This is an optimization exercise on Yosys and OpenROAD, whose aim is small area, a short achievable clock period and few clock cycles per item, not a production implementation. At most, simulation tests tie the RTL to the original design; equivalence was not proved. Power is estimated from default activity; no workload was simulated.

==> job 7906: inputs <==
// line21_batch
module line21_batch (
    input  wire        clk,
    input  wire        rst,             
    input  wire        csr_we,
    input  wire        csr_re,
    input  wire [2:0]  csr_num,
    input  wire [9:0]  csr_wdata,
    output reg  [9:0]  csr_rdata,
    input  wire        fl_we,
    input  wire [3:0]  fl_index,
    input  wire [7:0]  fl_handle,
    input  wire        cmd_valid,
    output wire        cmd_ready,
    input  wire [1:0]  cmd_op,
    output wire [1:0]  rs_req_valid,
    input  wire [1:0]  rs_req_ready,
    output wire [15:0] rs_req_handle,
    output wire [19:0] rs_req_row,
    input  wire [1:0]  rs_valid,
    output wire [1:0]  rs_ready,
    input  wire [15:0] rs_data,
    input  wire [1:0]  rs_last,
    input  wire [1:0]  rs_empty,
    input  wire [1:0]  rs_err,
    output wire        out_valid,
    input  wire        out_ready,
    output wire [7:0]  out_data,
    output wire        out_tag,
    output wire [3:0]  out_cause,
    output wire        out_first,
    output wire        out_last
);
    localparam NMAX = 15;
    localparam RD   = 4;                
    localparam RB   = 2;
    reg [7:0]  fl [0:15];
    reg [3:0]  batch_n;
    reg [9:0]  row;
    reg [1:0]  par_limit;
    reg        busy, done, row_error;
    reg [3:0]  err_index;
    reg [3:0]  next;
    reg [3:0]  disp;
    reg        beat;                    
    reg [RD-1:0] rfull;
    reg        rtag [0:RD-1];
    reg [13:0] rpay [0:RD-1];
    reg [1:0]  lreq;                    
    reg [1:0]  lrun;                    
    reg [3:0]  lfidx [0:1];
    reg [7:0]  lhandle [0:1];
    wire [1:0]  go = lreq & rs_req_ready;
    wire [1:0]  l_in_ready;
    wire [1:0]  l_res_valid;
    wire [1:0]  l_res_tag;
    wire [13:0] l_res_pay [0:1];
    wire [1:0]  take = lrun & l_res_valid;
    genvar g;
    generate
        for (g = 0; g < 2; g = g + 1) begin : lane
            l21_lane u_lane (
                .clk       (clk),
                .rst       (rst),
                .go        (go[g]),
                .in_ready  (l_in_ready[g]),
                .in_valid  (rs_valid[g]),
  ...
==> flow/config.mk <==
export PLATFORM = sky130hd
export DESIGN_NAME = line21_batch
export DESIGN_NICKNAME = line21_batch
export VERILOG_FILES = /design/flow/design.v
export SDC_FILE = /design/flow/constraint.sdc
export NUM_CORES = 4
export LEC_CHECK = 0
export CAP_MARGIN = 20
export CORE_MARGIN = 2
export CORE_UTILIZATION = 55
export CTS_BUF_LIST = sky130_fd_sc_hd__clkbuf_8
export SLEW_MARGIN = 20
==> flow/constraint.sdc <==
create_clock -name core_clock -period 14.0 [get_ports {clk}]
set_input_delay 2.8000 -clock core_clock [delete_from_list [all_inputs] [get_ports {clk}]]
set_output_delay 2.8000 -clock core_clock [all_outputs]
set_load 0.01 [all_outputs]
standard.sh (not shown) runs the stock make flow with config.mk's settings and CLKGATE_MAP_FILE= SYNTH_SCRIPT=/design/flow/synth_recipe.tcl, a recipe that flattens the netlist after the stock synthesis.
==> flow/flow/run.sh <==
#!/bin/bash
# The standard layout (standard synthesis, floorplan, placement, CTS,
# routing, finish) with a larger setup margin for ORFS's repair_timing, so
# that the resizer keeps improving paths that already meet the 14 ns clock.
# The clock, constraints and every other setting are the standard flow's own.
set -euo pipefail
bash standard.sh SETUP_SLACK_MARGIN=7.6 finish > standard_flow.log 2>&1
==> job 4337: changes against job 7906 <==
CORE_UTILIZATION = 40   (was 55)
CTS_BUF_LIST = unset   (was sky130_fd_sc_hd__clkbuf_8)
==> results.txt <==
metric	job 4337	job 7906
Wire length on met3	14300 um	14400 um
Placeable Area	378000 um2	274000 um2
Multi-input combinational area share	15.1%	15.4%
Clock network power share	43.2%	40.2%
Cts repair resizes	88	76
Number of buffers created by CTS	396	653
Seq pwr share	56.5%	59.5%
CTS Root Buffer Type	sky130_fd_sc_hd__clkbuf_16	sky130_fd_sc_hd__clkbuf_8
Instance area at placement	159000 um2	157000 um2
Met2 usage in global routing	19.6%	25.3%
Run status	finished clean	finished clean
Net switching power	4.54 mW	4.64 mW
Hold path startpoint	lane[0].u_lane.sr[245]	lane[1].u_lane.sr[814]
R2R setup slack	8.23 ns	8.34 ns
Share of the final layout cell area in sequential cells	72.0%	73.1%
IR Drop Worst-Case VDD	0.109 mV	0.0959 mV
DR WL met2	117000 um	111000 um
Int Power	19.4 mW	18.1 mW
Number of tap cells added at floorplan	5016	3686
Worst hold path endpoint	lane[0].u_lane.sr[252]	lane[1].u_lane.sr[821]
Number of DRC markers after the initial detailed-route iteration	7221	7073
Number of global-route vias before repair	68600	69500
Initial antenna violation count	6	9
Number of filler cells placed in the layout	31800	19400
Power density over the cells	139 nW/um2	134 nW/um2
Total Power	24.0 mW	22.8 mW
No functional check of the RTL was part of any run of this note.

==> wip/cedar: inputs <==
Another version of the RTL of line21_batch (not shown whole).
==> flow/config.mk <==
export PLATFORM = sky130hd
export DESIGN_NAME = line21_batch
export DESIGN_NICKNAME = line21_batch
export VERILOG_FILES = /design/flow/design.v
export SDC_FILE = /design/flow/constraint.sdc
export NUM_CORES = 4
export LEC_CHECK = 0
export CAP_MARGIN = 20
export CORE_MARGIN = 2
export CORE_UTILIZATION = 55
export CTS_CLUSTER_DIAMETER = 60
export CTS_CLUSTER_SIZE = 24
export SLEW_MARGIN = 20
==> flow/constraint.sdc <==
create_clock -name core_clock -period 14.0 [get_ports {clk}]
set_input_delay 2.8000 -clock core_clock [delete_from_list [all_inputs] [get_ports {clk}]]
set_output_delay 2.8000 -clock core_clock [all_outputs]
set_load 0.01 [all_outputs]
Scripts as last shown in full above: flow/flow/run.sh
==> inputs of wip/garnet, as changes to wip/cedar <==
--- a/flow/design.v
+++ b/flow/design.v
@@ -37,24 +37,20 @@
     reg        ovf, err, empty, ldone;
     reg [7:0]  mx;                   
     reg [7:0]  t0, t1;               
     reg [1791:0] sr;                 
     reg [8:0]  jsw;                  
     assign in_ready = loading && (!ldone || res_take);
     wire       wr      = sv && !serr && !sempty;
     wire       grow    = wr && (sd > mx);
-    wire       sd_ge36 = sd[7] | sd[6] | (sd[5] & (sd[4] | sd[3] | sd[2]));
-    wire       sd_lt17 = !(sd[7] | sd[6] | sd[5] | (sd[4] & (sd[3] | sd[2] | sd[1] | sd[0])));
-    wire       sd_gt142 = sd[7] & (sd[6] | sd[5] | sd[4] | (sd[3] & sd[2] & sd[1] & sd[0]));
-    wire       mx_lt32 = !(mx[7] | mx[6] | mx[5]);
-    wire       modeb   = sd_ge36 || !jsw[8];
-    wire [6:0] code    = !modeb   ? sd[6:0] :
-                         sd_lt17  ? 7'd0 :
-                         sd_gt142 ? 7'd127 : {sd[6:4] - 3'd1, sd[3:0]};
+    wire       modeb   = (sd >= 8'd36) || (mx >= 8'd36);
+    wire [6:0] code    = !modeb       ? sd[6:0] :
+                         (sd < 8'd17) ? 7'd0 :
+                         (sd > 8'd142) ? 7'd127 : sd[6:0] - 7'd16;
     function [15:0] thr(input [7:0] x);
         case (x)
         8'd0: thr = {8'd0, 8'd0};
         8'd1: thr = {8'd1, 8'd1};
         8'd2: thr = {8'd2, 8'd1};
         8'd3: thr = {8'd2, 8'd2};
         8'd4: thr = {8'd3, 8'd2};
         8'd5: thr = {8'd3, 8'd3};
@@ -414,17 +410,17 @@
     generate
         for (q = 0; q < 32; q = q + 1) begin : tp
             assign taps[7*q +: 7] = sr[56*q + 49 +: 7];
         end
     endgenerate
     wire [6:0] tapc  = taps[7*lag[7:3] +: 7];
     wire [7:0] tapv  = (jf < jsw)       ? {1'b0, tapc} :
                        (tapc == 7'd0)   ? 8'd0 :
-                       (tapc == 7'd127) ? 8'd255 : {{1'b0, tapc[6:4]} + 4'd1, tapc[3:0]};
+                       (tapc == 7'd127) ? 8'd255 : {1'b0, tapc} + 8'd16;
     wire       fetch = !direct && sh && (lag[2:0] == 3'b111) && (jf < n) && !flip;
     wire       proc  = (direct ? wr_ok : fv) && !fin;
     wire [7:0] s     = direct ? sd : fs;
     wire       c1    = direct ? (sd >= t1) : fc1;
     wire       c0    = direct ? (sd < t0) : fc0;
     wire       b     = c1 | (!c0 & prev);
     wire       rise1 = b & !prev;
     wire [8:0] lrun  = j - {5'd0, start};                
@@ -438,30 +434,30 @@
     wire [9:0] s5    = {1'b0, stop, 2'b00} + {3'b0, stop};  
     wire [10:0] s10  = {stop, 3'b000} + {3'b0, stop, 1'b0};
     wire [8:0] st20  = {start, 4'b0000} + {2'b0, start, 2'b00};
     wire       st_bad   = (st20 > n);
     wire       stop_bad = !(({1'b0, n} <= s5) && (s10 <= {1'b0, w3}));
     reg  [3:0] cause;
     always @(*) begin
         if (err || ovf)                     cause = C_ROW;
-        else if (empty || mx_lt32)          cause = C_BLANK;
+        else if (empty || mx < 8'd32)       cause = C_BLANK;
         else if (ph == D_START)             cause = C_RUNIN_NF;
         else if (ph == D_SBIG || st_bad)    cause = C_RUNIN_OOR;
         else if (ph == D_COUNT)             cause = C_RUNIN_NF;
         else if (ph == D_FAIL && tcnt != 4'd15) cause = C_RUNIN_OOR;    
         else if (stop_bad)                  cause = C_RUNIN_OOR;
         else if (ph == D_RISE)              cause = C_NOEDGE;
         else if (ph == D_SAN)               cause = C_OOR;
         else if (ph == D_FAIL)              cause = C_SANITY;
         else if (ph == D_DATA)              cause = C_OOR;
         else if (!(^db[7:0]) || !(^db[15:8])) cause = C_PARITY;
         else                                cause = 4'd0;
     end
-    assign res_valid = ldone && (err || ovf || empty || mx_lt32 || (dend && !flip));
+    assign res_valid = ldone && (err || ovf || empty || (mx < 8'd32) || (dend && !flip));
     assign res_tag   = (cause == 4'd0);
     assign res_pay   = res_tag ? {db[14:8], db[6:0]} : {10'd0, cause};
     always @(posedge clk) begin
         if (sh)
             sr <= {sr[1784:0], code};
     end
     always @(posedge clk) begin
         if (rst) begin
@@ -544,23 +540,23 @@
                 prev <= b;
                 hist <= {hist[16:0], b};
                 if (b && s < amin)  amin <= s;
                 if (rise1 && s < rmin) rmin <= s;
                 case (ph)
                 D_START: if (b) begin
                     start <= j[3:0];
                     tcnt  <= 4'd0;
-                    ph    <= (j[8:4] != 5'd0 || (j[3] & j[2] & (j[1] | j[0]))) ? D_SBIG : D_COUNT;
+                    ph    <= (j >= 9'd13) ? D_SBIG : D_COUNT;
                 end
                 D_COUNT: if (b != prev) begin
                     if (tcnt == 4'd12) begin
                         stop <= j[6:0];
                         bw   <= bw_l;
-                        if (j[8] | j[7] | (j[6] & (j[5] | j[4] | (j[3] & j[2] & (j[1] | j[0])))))
+                        if (j > 9'd76)
                             ph <= D_FAIL;           
                         else
                             ph <= D_RISE;
                     end else
                         tcnt <= tcnt + 1'b1;
                 end
                 D_RISE: if (b) begin
                     s32 <= {b_m3, b_m2};
@@ -622,17 +618,17 @@
     output wire        out_tag,
     output wire [3:0]  out_cause,
     output wire        out_first,
     output wire        out_last
 );
     localparam NMAX = 15;
     localparam RD   = 4;                
     localparam RB   = 2;
-    reg [7:0]  fl [0:14];
+    reg [7:0]  fl [0:15];
     reg [3:0]  batch_n;
     reg [9:0]  row;
     reg [1:0]  par_limit;
     reg        busy, done, row_error;
     reg [3:0]  err_index;
     reg [3:0]  next;
     reg [3:0]  disp;
     reg        beat;                    
@@ -789,15 +785,15 @@
             if (out_valid && out_ready) begin
                 if (beat) begin
                     beat <= 1'b0;
                     next <= next + 1'b1;
                     rfull[nslot] <= 1'b0;
                 end else
                     beat <= 1'b1;
             end
-            if (busy && (next == batch_n || (out_valid && out_ready && out_last))) begin
+            if (busy && next == batch_n) begin
                 busy <= 1'b0;
                 done <= 1'b1;
             end
         end
     end
 endmodule
==> flow/config.mk (replaced) <==
export PLATFORM = sky130hd
export DESIGN_NAME = line21_batch
export DESIGN_NICKNAME = line21_batch
export VERILOG_FILES = /design/flow/design.v
export SDC_FILE = /design/flow/constraint.sdc
export NUM_CORES = 4
export LEC_CHECK = 0
export CAP_MARGIN = 20
export CORE_MARGIN = 2
export CORE_UTILIZATION = 40
export SLEW_MARGIN = 20
==> inputs of wip/ember, as changes to wip/cedar <==
==> flow/config.mk (replaced) <==
export PLATFORM = sky130hd
export DESIGN_NAME = line21_batch
export DESIGN_NICKNAME = line21_batch
export VERILOG_FILES = /design/flow/design.v
export SDC_FILE = /design/flow/constraint.sdc
export NUM_CORES = 4
export LEC_CHECK = 0
export ABC_AREA = 1
export CAP_MARGIN = 20
export CORE_MARGIN = 2
export CORE_UTILIZATION = 40
export CTS_CLUSTER_DIAMETER = 80
export CTS_CLUSTER_SIZE = 28
export SLEW_MARGIN = 20
==> inputs of wip/juniper, as changes to wip/cedar <==
==> flow/config.mk (replaced) <==
export PLATFORM = sky130hd
export DESIGN_NAME = line21_batch
export DESIGN_NICKNAME = line21_batch
export VERILOG_FILES = /design/flow/design.v
export SDC_FILE = /design/flow/constraint.sdc
export NUM_CORES = 4
export LEC_CHECK = 0
export ABC_AREA = 1
export CAP_MARGIN = 20
export CORE_MARGIN = 2
export CORE_UTILIZATION = 50
export CTS_CLUSTER_DIAMETER = 80
export CTS_CLUSTER_SIZE = 30
export SLEW_MARGIN = 20
==> results.py <==
metrics = {
    "status": {
        "status": "complete, no violations",
    },
    "grt": {
        "grt_max_degree": 198,
    },
    "finish": {
        "drive_gt1_share_pct": 10.7,
    },
    "sta": {
        "max_clock_freq_ghz": 0.154,
    },
    "synth": {
        "yosys.area_share.simple_pct": 3.95,
    },
    "hold_path": {
        "hold_end": "lane[1].u_lane.sr[634]$_DFFE_PN_",
    },
}
-- figures above: wip/cedar

==> results.py <==
metrics = {
    "hold_path": {
        "hold_end": "lane[0].u_lane.sr[474]$_DFFE_PN_",
    },
    "sta": {
        "finalMaxSlewViolations": 0,
    },
    "grt": {
        "grt_max_degree": 209,
    },
    "finish": {
        "drive_gt1_share_pct": 5.88,
    },
    "status": {
        "status": "complete, no violations",
    },
    "synth": {
        "yosys.area_share.simple_pct": 5.68,
    },
    "critical_path": {
        "worst_ep_arrival_time_ns": 3.68,
    },
}
-- figures above: wip/juniper

==> results.py <==
metrics = {
    "finish": {
        "drive_gt1_share_pct": 5.72,
    },
    "sta": {
        "max_clock_freq_ghz": 0.155,
    },
    "synth": {
        "ys.flop_type": "edfxtp_1",
        "yosys.area_share.simple_pct": 5.68,
    },
    "hold_path": {
        "hold_end": "lane[0].u_lane.sr[503]$_DFFE_PN_",
    },
    "status": {
        "status": "complete, no violations",
    },
}
-- figures above: wip/ember

==> results.py <==
metrics = {
    "status": {
        "status": "complete, no violations",
    },
    "synth": {
        "ys_types": 106,
        "yosys.area_share.simple_pct": 3.70,
    },
    "grt": {
        "use_met2_pct": 19.8,
        "grt_max_degree": 220,
    },
    "finish": {
        "drive_gt1_share_pct": 12.6,
    },
    "hold_path": {
        "hold_end": "lane[1].u_lane.sr[1338]$_DFFE_PN_",
    },
    "critical_path": {
        "rr_worst_depth": 23,
    },
    "sta": {
        "max_clock_freq_ghz": 0.151,
    },
}
-- figures above: wip/garnet

Testbench counts of wip/cedar, summed over its fixed seeds: cycles 60,509, frames 720.
Testbench counts of wip/garnet, summed over its fixed seeds: cycles 60,557, frames 720.
Testbench counts of wip/ember, summed over its fixed seeds: cycles 60,509, frames 720.
Testbench counts of wip/juniper, summed over its fixed seeds: cycles 60,509, frames 720.

-- separate check: timing with driven ports --
Ports are ideal in the flow. The routed layouts listed here were re-timed in OpenROAD.
Step 1 assumes that a clkbuf_16 drives the clock port and a buf_2 every other input.
Step 2 times the ports against the registers' clock, not the clock port: input delays grow and output delays shrink by t, the midpoint of the rising clock arrivals with the driver on.
Three values: ideal ports, drivers, drivers and shift; two values: the first two.
| run | t, ns | slack for setup (ns) | hold WS [ns] | worst register clock-pin slew, ns |
|---|---|---|---|---|
| job 7906 | 1.204 | 7.466 / 7.400 / 7.400 | 0.369 / 0.369 / 0.369 | 0.07 / 0.07 |
| job 4337 | 0.981 | 7.491 / 7.429 / 7.429 | 0.383 / 0.383 / 0.383 | 0.07 / 0.07 |
| wip/cedar | 0.962 | 7.486 / 7.397 / 7.397 | 0.393 / 0.393 / 0.393 | 0.09 / 0.09 |
| wip/garnet | 1.002 | 7.374 / 7.238 / 7.238 | 0.295 / 0.295 / 0.295 | 0.07 / 0.07 |
| wip/ember | 0.964 | 7.548 / 7.484 / 7.484 | 0.374 / 0.374 / 0.374 | 0.11 / 0.11 |
| wip/juniper | 0.974 | 7.516 / 7.450 / 7.450 | 0.391 / 0.391 / 0.391 | 0.12 / 0.12 |
After both steps every run listed still meets setup and hold. For wip/garnet, which loses most, drivers alone change the setup slack by -0.136 ns; drivers and shift together by -0.136 ns.
